Context: an optimization exercise on an open-source flow, tuned for a short achievable clock period and few clock cycles. The choices shown serve that exercise and are no tape-out recipe. At most, simulation tests tie the RTL to the original design; equivalence was not proved. Power figures rest on the tool's default switching activity, not on a simulated workload.

==> run E: inputs <==
// pentaur_core
module pentaur_core (
    input  wire        clk,
    input  wire        rst,
    input  wire [31:0] prog_len,
    output wire [31:0] imem_addr,
    input  wire [95:0] imem_rdata,
    output reg         dmem_en,
    output reg         dmem_we,
    output reg  [16:0] dmem_addr,
    output reg  [31:0] dmem_wdata,
    input  wire [31:0] dmem_rdata,
    output reg         io_en,
    output reg         io_we,
    output reg  [31:0] io_addr,
    output reg  [31:0] io_wdata,
    input  wire [31:0] io_rdata,
    output wire        halted,
    output wire [2:0]  err,
    output wire [31:0] halt_pc,
    output wire [3:0]  flags
);
Settings: LEC_CHECK=0, ABC_CLOCK_PERIOD_IN_PS=2500, CAP_MARGIN=20, CORE_MARGIN=2, CORE_UTILIZATION=40, PLACE_DENSITY=0.6, SETUP_SLACK_MARGIN=5, SLEW_MARGIN=20; clock period 10.0 ns.
run.sh (not shown) runs the stock make flow with config.mk's settings and CLKGATE_MAP_FILE= SYNTH_SCRIPT=/design/flow/synth_recipe.tcl, a recipe that flattens the netlist after the stock synthesis.
==> run Y: changes against run E <==
--- a/flow/design.v
+++ b/flow/design.v
@@ -100,10 +100,26 @@
                     e[k] = e[k + n] & e[k];
                 end
             gt32 = g[0];
         end
     endfunction
+    function automatic [32:0] ks_add(input [31:0] a, input [31:0] b, input cin);
+        reg [31:0] g, p, x;
+        integer k, n;
+        begin
+            x = a ^ b;
+            g = a & b;
+            p = x;
+            g[0] = g[0] | (p[0] & cin);
+            for (n = 1; n < 32; n = n * 2)
+                for (k = 31; k >= n; k = k - 1) begin
+                    g[k] = g[k] | (p[k] & g[k - n]);
+                    p[k] = p[k] & p[k - n];
+                end
+            ks_add = {g[31], x ^ {g[30:0], cin}};
+        end
+    endfunction
     reg [31:0] rf [0:8];         
     reg [31:0] ds, ss, ssm1;     
     reg        zf_q, sf_q, cf_q, of_q;
     reg        zf_pend;          
     reg [31:0] r_q;
@@ -133,21 +149,22 @@
     reg [3:0]  e_dst;
     reg [8:0]  e_wm;             
     reg [31:0] e_a, e_b;         
     reg [31:0] e_r;              
     reg [4:0]  e_sh;             
-    reg        c_mov, c_add, c_sub, c_and, c_or, c_xor, c_not, c_shl, c_shr, c_rol, c_ror;
+    reg        c_log, c_add, c_sub, c_shl, c_shr, c_rol, c_ror;
+    reg [3:0]  e_t;              
     reg        e_ld;             
     reg [3:0]  e_ldst;
     reg [8:0]  e_lm;
     reg        e_lio;
     reg        m_ld;
     reg [3:0]  m_ldst;
     reg [8:0]  m_lm;
     reg        m_lio;
-    wire [32:0] sum  = {1'b0, e_a} + {1'b0, e_b};
-    wire [32:0] diff = {1'b0, e_a} - {1'b0, e_b};
+    wire [32:0] sum  = ks_add(e_a, e_b, 1'b0);
+    wire [32:0] dif  = ks_add(e_a, ~e_b, 1'b1);       
     wire [31:0] rl0 = e_sh[0] ? {e_r[30:0], e_r[31]}    : e_r;
     wire [31:0] rl1 = e_sh[1] ? {rl0[29:0], rl0[31:30]} : rl0;
     wire [31:0] rl2 = e_sh[2] ? {rl1[27:0], rl1[31:28]} : rl1;
     wire [31:0] rl3 = e_sh[3] ? {rl2[23:0], rl2[31:24]} : rl2;
     wire [31:0] rol = e_sh[4] ? {rl3[15:0], rl3[31:16]} : rl3;
@@ -155,37 +172,28 @@
     wire [31:0] rr1 = e_sh[1] ? {rr0[1:0],  rr0[31:2]}  : rr0;
     wire [31:0] rr2 = e_sh[2] ? {rr1[3:0],  rr1[31:4]}  : rr1;
     wire [31:0] rr3 = e_sh[3] ? {rr2[7:0],  rr2[31:8]}  : rr2;
     wire [31:0] ror = e_sh[4] ? {rr3[15:0], rr3[31:16]} : rr3;
     wire        e_big = |e_b[31:5];    
-    wire [31:0] mskl = {32{1'b1}} << e_sh;
-    wire [31:0] mskr = {32{1'b1}} >> e_sh;
-    wire [31:0] shl  = rol & mskl & {32{~e_big}};
-    wire [31:0] shr  = ror & mskr & {32{~e_big}};
-    wire [31:0] res = ({32{c_mov}} & e_a)
+    wire [31:0] ml = {32{c_rol}} | ({32{c_shl & ~e_big}} & ({32{1'b1}} << e_sh));
+    wire [31:0] mr = {32{c_ror}} | ({32{c_shr & ~e_big}} & ({32{1'b1}} >> e_sh));
+    wire [31:0] lu = (e_a & e_b & {32{e_t[3]}}) | (e_a & ~e_b & {32{e_t[2]}})
+                   | (~e_a & e_b & {32{e_t[1]}}) | (~e_a & ~e_b & {32{e_t[0]}});
+    wire [31:0] res = lu
                     | ({32{c_add}} & sum[31:0])
-                    | ({32{c_sub}} & diff[31:0])
-                    | ({32{c_and}} & (e_a & e_b))
-                    | ({32{c_or }} & (e_a | e_b))
-                    | ({32{c_xor}} & (e_a ^ e_b))
-                    | ({32{c_not}} & ~e_a)
-                    | ({32{c_shl}} & shl)
-                    | ({32{c_shr}} & shr)
-                    | ({32{c_rol}} & rol)
-                    | ({32{c_ror}} & ror);
-    wire z_a   = (e_a == 32'd0);
+                    | ({32{c_sub}} & dif[31:0])
+                    | (rol & ml)
+                    | (ror & mr);
     wire z_eq  = (e_a == e_b);
     wire z_sum = ((e_a ^ e_b) ^ {(e_a[30:0] | e_b[30:0]), 1'b0}) == 32'd0;
-    wire f_zf  = (c_mov & z_a) | (c_add & z_sum) | (c_sub & z_eq)
-               | (c_and & ((e_a & e_b) == 32'd0)) | (c_or & ((e_a | e_b) == 32'd0))
-               | (c_xor & z_eq) | (c_not & (e_a == 32'hFFFFFFFF))
+    wire f_zf  = (c_log & (lu == 32'd0)) | (c_add & z_sum) | (c_sub & z_eq)
                | ((c_rol | c_ror) & (e_r == 32'd0));
     wire f_cfq = (c_shl & e_r[31]) | (c_shr & e_r[0]);
-    wire f_cf  = (c_add & sum[32]) | (c_sub & diff[32]) | f_cfq
+    wire f_cf  = (c_add & sum[32]) | (c_sub & ~dif[32]) | f_cfq
                | (c_rol & rol[0]) | (c_ror & ror[0]);
-    wire f_of  = (c_add & (e_a[31] == e_b[31]) & (sum[31]  != e_a[31]))
-               | (c_sub & (e_a[31] != e_b[31]) & (diff[31] != e_a[31]));
+    wire f_of  = (c_add & (e_a[31] == e_b[31]) & (sum[31] != e_a[31]))
+               | (c_sub & (e_a[31] != e_b[31]) & (dif[31] != e_a[31]));
     wire e_shift = c_shl | c_shr;
     wire [3:0]  dest   = ir_d[8:5];
     wire        s1_imm = ir_d[9];
     wire [3:0]  s1_reg = ir_d[13:10];
     wire        s2_imm = ir_d[14];
@@ -289,11 +297,19 @@
         e_lio  <= d_in;
         e_a    <= v1;
         e_b    <= d_bone ? 32'd1 : v2;
         e_r    <= d_shift | d_c[1] | d_c[0] ? v1 : 32'd0;
         e_sh   <= d_bone ? 5'd0 : v2[4:0];
-        {c_mov, c_add, c_sub, c_and, c_or, c_xor, c_not, c_shl, c_shr, c_rol, c_ror} <= d_c;
+        c_log  <= d_c[10] | d_c[7] | d_c[6] | d_c[5] | d_c[4];
+        c_add  <= d_c[9];
+        c_sub  <= d_c[8];
+        c_shl  <= d_c[3];
+        c_shr  <= d_c[2];
+        c_rol  <= d_c[1];
+        c_ror  <= d_c[0];
+        e_t    <= ({4{d_c[10]}} & 4'b1100) | ({4{d_c[7]}} & 4'b1000) | ({4{d_c[6]}} & 4'b1110)
+                | ({4{d_c[5]}} & 4'b0110) | ({4{d_c[4]}} & 4'b0011);
         m_ldst <= e_ldst;
         m_lio  <= e_lio;
         dmem_we    <= d_store | d_push;
         dmem_addr  <= addr;
         dmem_wdata <= v1;
==> impl_metrics.py <==
metrics = {
    "finish": {
        "multi_input_gates": 5352,
        "fin_nets": 7927,
        "fillers": 15900,
    },
    "detailed_routing": {
        "routed_wl_mm": 307,
        "vias": 62900,
    },
    "yosys": {
        "synthTopCellsByCount": "895 x nor2_1, 859 x dfxtp_1, 612 x nand2_1",
        "ys_types": 97,
    },
    "timing": {
        "fin_crit_sh": 0.491,
    },
    "run_status": {
        "status": "timing/DRC/antenna clean",
    },
    "global_routing": {
        "grt_pass1_wl_mm": 431,
    },
}
(the above is from run Y)
==> impl_metrics.py <==
metrics = {
    "power_and_ir_drop": {
        "power-top-group": "registers",
    },
    "global_routing": {
        "grt_pass1_wl_mm": 418,
    },
    "detailed_routing": {
        "vias": 62600,
        "routed_wl_mm": 297,
    },
    "finish": {
        "fin_nets": 7901,
        "multi_input_gates": 5335,
    },
    "timing": {
        "fin_crit_sh": 0.492,
    },
    "worst_setup_path": {
        "cp-start-kind": "register",
        "critical_path_cell_count": 13,
    },
    "run_status": {
        "status": "timing/DRC/antenna clean",
    },
}
(the above is from run E)
Testbench counts of run Y, summed over its fixed seeds: cycles 42,140.
No functional check of the RTL was part of run E.

[afterwards: timing with drivers on the ports]
Ports are ideal in the flow. The routed layouts listed here were re-timed in OpenROAD.
Step 1, drivers: a clkbuf_16 drives clk and a buf_2 each remaining input, both assumed.
Step 2, shift: input delay + t, output delay - t, t = (earliest + latest rising clock arrival at the registers) / 2. This alone moves slack from input paths to output paths.
a / b / c = no drivers / after step 1 / after step 2; a / b = the first two.
run | shift t [ns] | setup slack, ns | cell pins on the clock port's net
run E | 0.891 | 5.078 / 5.078 / 4.235 | 1
run Y | 0.855 | 5.093 / 5.093 / 4.356 | 1
After both steps setup and hold are still met in every run listed. The setup slack of run E, which loses most, moves by 0.000 ns with the drivers and by -0.843 ns with both steps.
